Context: an optimization exercise on an open-source flow, tuned for small area, a short achievable clock period and few clock cycles. The choices shown serve that exercise and are no tape-out recipe.
At most, simulation tests tie the RTL to the original design; equivalence was not proved.
No activity file was given, so power comes from the tool's default toggle rates.

Setup of run A:
Design fenc, start of the top module:
module fenc (
    input  wire        clk,
    input  wire        rst,           
    input  wire        cmd_valid,
    output wire        cmd_ready,
    input  wire [31:0] cmd,
    output wire        rsp_valid,
    output wire        rsp_ok,
    output wire [15:0] rsp_data
);
Size: about 3000 cells after synthesis, about 610 flip-flops, about 54 I/O pins.
export LEC_CHECK = 0
export CAP_MARGIN = 20
export CORE_MARGIN = 2
export CORE_UTILIZATION = 40
export CTS_CLUSTER_DIAMETER = 60
export CTS_CLUSTER_SIZE = 30
export PLACE_DENSITY = 0.75
export SLEW_MARGIN = 20
create_clock -name core_clock -period 20.0 [get_ports {clk}]
standard.sh (not shown) runs the stock make flow with config.mk's settings and CLKGATE_MAP_FILE= SYNTH_SCRIPT=/design/flow/synth_recipe.tcl, a recipe that flattens the netlist after the stock synthesis.
==> flow/flow/run.sh <==
#!/bin/bash
# The standard layout (the standard.sh: its synthesis, placement, CTS and
# routing), with settings changed for the steps after synthesis:
# - the ports get buf_4 buffers instead of the smallest buffer cell,
# - repair_timing is asked to leave 11.7 ns of setup slack at the design's
#   clock period, so that cells are sized for a shorter achieved period,
# - core utilisation 40%; the clock tree settings are in config.mk.
set -euo pipefail
bash standard.sh synth > orfs_synth.log 2>&1
bash standard.sh SETUP_SLACK_MARGIN=11.7 CORE_UTILIZATION=40 "BUFFER_PORTS_ARGS=-buffer_cell sky130_fd_sc_hd__buf_4" finish > orfs_layout.log 2>&1
Testbench counts of run A, summed over its fixed seeds: cycles 604,871.
The inputs of run B differ from those of run A as listed below.
# run A
export LEC_CHECK = 0
export CAP_MARGIN = 20
export CORE_MARGIN = 2
export CORE_UTILIZATION = 40
export CTS_CLUSTER_DIAMETER = 60
export CTS_CLUSTER_SIZE = 30
export PLACE_DENSITY = 0.75
export SLEW_MARGIN = 20
create_clock -name core_clock -period 20.0 [get_ports {clk}]
# run B
export LEC_CHECK = 0
export CAP_MARGIN = 20
export CORE_MARGIN = 2
export CORE_UTILIZATION = 40
export CTS_CLUSTER_DIAMETER = 60
export CTS_CLUSTER_SIZE = 30
export SLEW_MARGIN = 20
create_clock -name core_clock -period 20.0 [get_ports {clk}]
==> comparison <==
- Run B finished every step from synthesis to the final layout, and the layout passed the timing, design-rule and antenna checks.
- Final cell area: run B above run A
- The total I/O pin count on run B is in line with that on run A.
- On biggest cell delay along the critical path, run B and run A are neck and neck.
- Looking at placed cell count, run B sits 16 above run A.
- The lower share of power burned in the clock network of run B and run A is in run A.
- Looking at final total power, run B sits 0.24 mW above run A.
- [run B] final critical delay including setup and external delays rose 8.4 ps relative to run A
- Run B ends up with a clock-cell share of area that is 1.1 points higher than in run A.
Inputs modified between run B and run C:
# run B
export LEC_CHECK = 0
export CAP_MARGIN = 20
export CORE_MARGIN = 2
export CORE_UTILIZATION = 40
export CTS_CLUSTER_DIAMETER = 60
export CTS_CLUSTER_SIZE = 30
export SLEW_MARGIN = 20
create_clock -name core_clock -period 20.0 [get_ports {clk}]
# run C
export LEC_CHECK = 0
export CAP_MARGIN = 20
export CORE_MARGIN = 2
export CORE_UTILIZATION = 40
export SLEW_MARGIN = 20
create_clock -name core_clock -period 20.0 [get_ports {clk}]
--- a/flow/flow/run.sh
+++ b/flow/flow/run.sh
@@ -6,3 +6,3 @@
 #   clock period, so that cells are sized for a shorter achieved period,
-# - core utilisation 40%; the clock tree settings are in config.mk.
+# - core utilisation 40%.
 set -euo pipefail
==> run summary <==
Looking at non-clock buffer count, run C sits 1 lower than run B does. Compared to run B, run C has share of total power consumed by net switching 1.7 points lower. Summary of run C over run B: number of ordinary inverters in the final layout stayed essentially flat, detailed-route via count stayed essentially flat, area added between synthesis and finish rose by 1.2 points.

the baseline:
fenc, a different RTL version from the one above (not shown whole).
Size: about 3,200 cells after synthesis, about 54 I/O pins, roughly 35,000 um^2 of cells after synthesis.
// fenc
module fenc (
    input  wire        clk,
    input  wire        rst,           
    input  wire        cmd_valid,
    output wire        cmd_ready,
    input  wire [31:0] cmd,
    output wire        rsp_valid,
    output wire        rsp_ok,
    output wire [15:0] rsp_data
);
Settings: LEC_CHECK=0, CAP_MARGIN=20, CORE_MARGIN=2, CORE_UTILIZATION=40, SLEW_MARGIN=20; clock period 20.0 ns.
==> flow/flow/run.sh <==
#!/bin/bash
# The standard layout (the standard.sh: its synthesis, placement, CTS and
# routing), with settings changed for the steps after synthesis:
# - the ports get buf_4 buffers instead of the smallest buffer cell,
# - repair_timing is asked to leave 11.7 ns of setup slack at the design's
#   clock period, so that cells are sized for a shorter achieved period,
# - core utilisation 40%.
set -euo pipefail
bash standard.sh synth > orfs_synth.log 2>&1
bash standard.sh SETUP_SLACK_MARGIN=11.7 CORE_UTILIZATION=40 "BUFFER_PORTS_ARGS=-buffer_cell sky130_fd_sc_hd__buf_4" finish > orfs_layout.log 2>&1
[inputs] the candidate vs the baseline
Settings: putting CTS_CLUSTER_SIZE at 30 where nothing was set; putting CTS_CLUSTER_DIAMETER at 80 where nothing was set.
==> flow/flow/run.sh <==
#!/bin/bash
# The standard layout (the standard.sh: its synthesis, placement, CTS and
# routing), with settings changed for the steps after synthesis:
# - the ports get buf_4 buffers instead of the smallest buffer cell,
# - repair_timing is asked to leave 11.5 ns of setup slack at the design's
#   clock period, so that cells are sized for a shorter achieved period,
# - core utilisation 40%; the clock tree settings are in config.mk.
set -euo pipefail
bash standard.sh synth > orfs_synth.log 2>&1
bash standard.sh SETUP_SLACK_MARGIN=11.5 CORE_UTILIZATION=40 "BUFFER_PORTS_ARGS=-buffer_cell sky130_fd_sc_hd__buf_4" finish > orfs_layout.log 2>&1
--- outcome ---
- Critical path class = in -> out: the baseline; critical path class = reg -> out: the candidate
- When the candidate is measured against the baseline, its clock-cell share of area turns out 2.5 points lower.
- Register-to-register slack in the candidate is 300 ps below the baseline.
- Measured against each other, the baseline and the candidate differ in final core utilization, the higher figure coming from the baseline.
- Compared with the baseline, in the candidate fmax decreased by about 1.4% relative to the old numbers; final cell count -76; power has decreased.
Function was not checked in any run of this note: the RTL went through the layout flow alone.

-- afterwards: timing with drivers on the ports --
The results above use ideal ports. As a check the final layouts listed here were re-extracted and re-timed, cells and wires unchanged.
Step 1 (the two cells are an assumption about what drives the block):
set clk [get_ports {clk}]
set_driving_cell -lib_cell sky130_fd_sc_hd__clkbuf_16 $clk
set_driving_cell -lib_cell sky130_fd_sc_hd__buf_2 [delete_from_list [all_inputs] $clk]
Step 2 times the ports against the registers' clock, not the clock port: input delays grow and output delays shrink by t, the midpoint of the rising clock arrivals with the driver on.
Three values: no drivers, after step 1, after step 2; two values: the first two.
| run | shift t [ns] | slack for setup (ns) | worst hold slack (ns) | worst setup path at the end |
|---|---|---|---|---|
| run A | 0.668 | 11.702 / 11.654 / 11.651 | 0.503 / 0.503 / 0.503 | input to register |
| run B | 0.692 | 11.694 / 11.646 / 11.354 | 0.500 / 0.500 / 0.500 | input to register |
| run C | 0.694 | 11.692 / 11.644 / 11.408 | 0.492 / 0.492 / 0.492 | input to register |
| the baseline | 0.704 | 11.616 / 11.556 / 11.556 | 0.474 / 0.474 / 0.474 | input to output |
| the candidate | 0.655 | 11.500 / 11.430 / 11.486 | 0.490 / 0.490 / 0.490 | input to output |
After both steps setup and hold are still met in every run listed. For run B, which loses most, drivers alone change the setup slack by -0.048 ns; drivers and shift together by -0.340 ns.
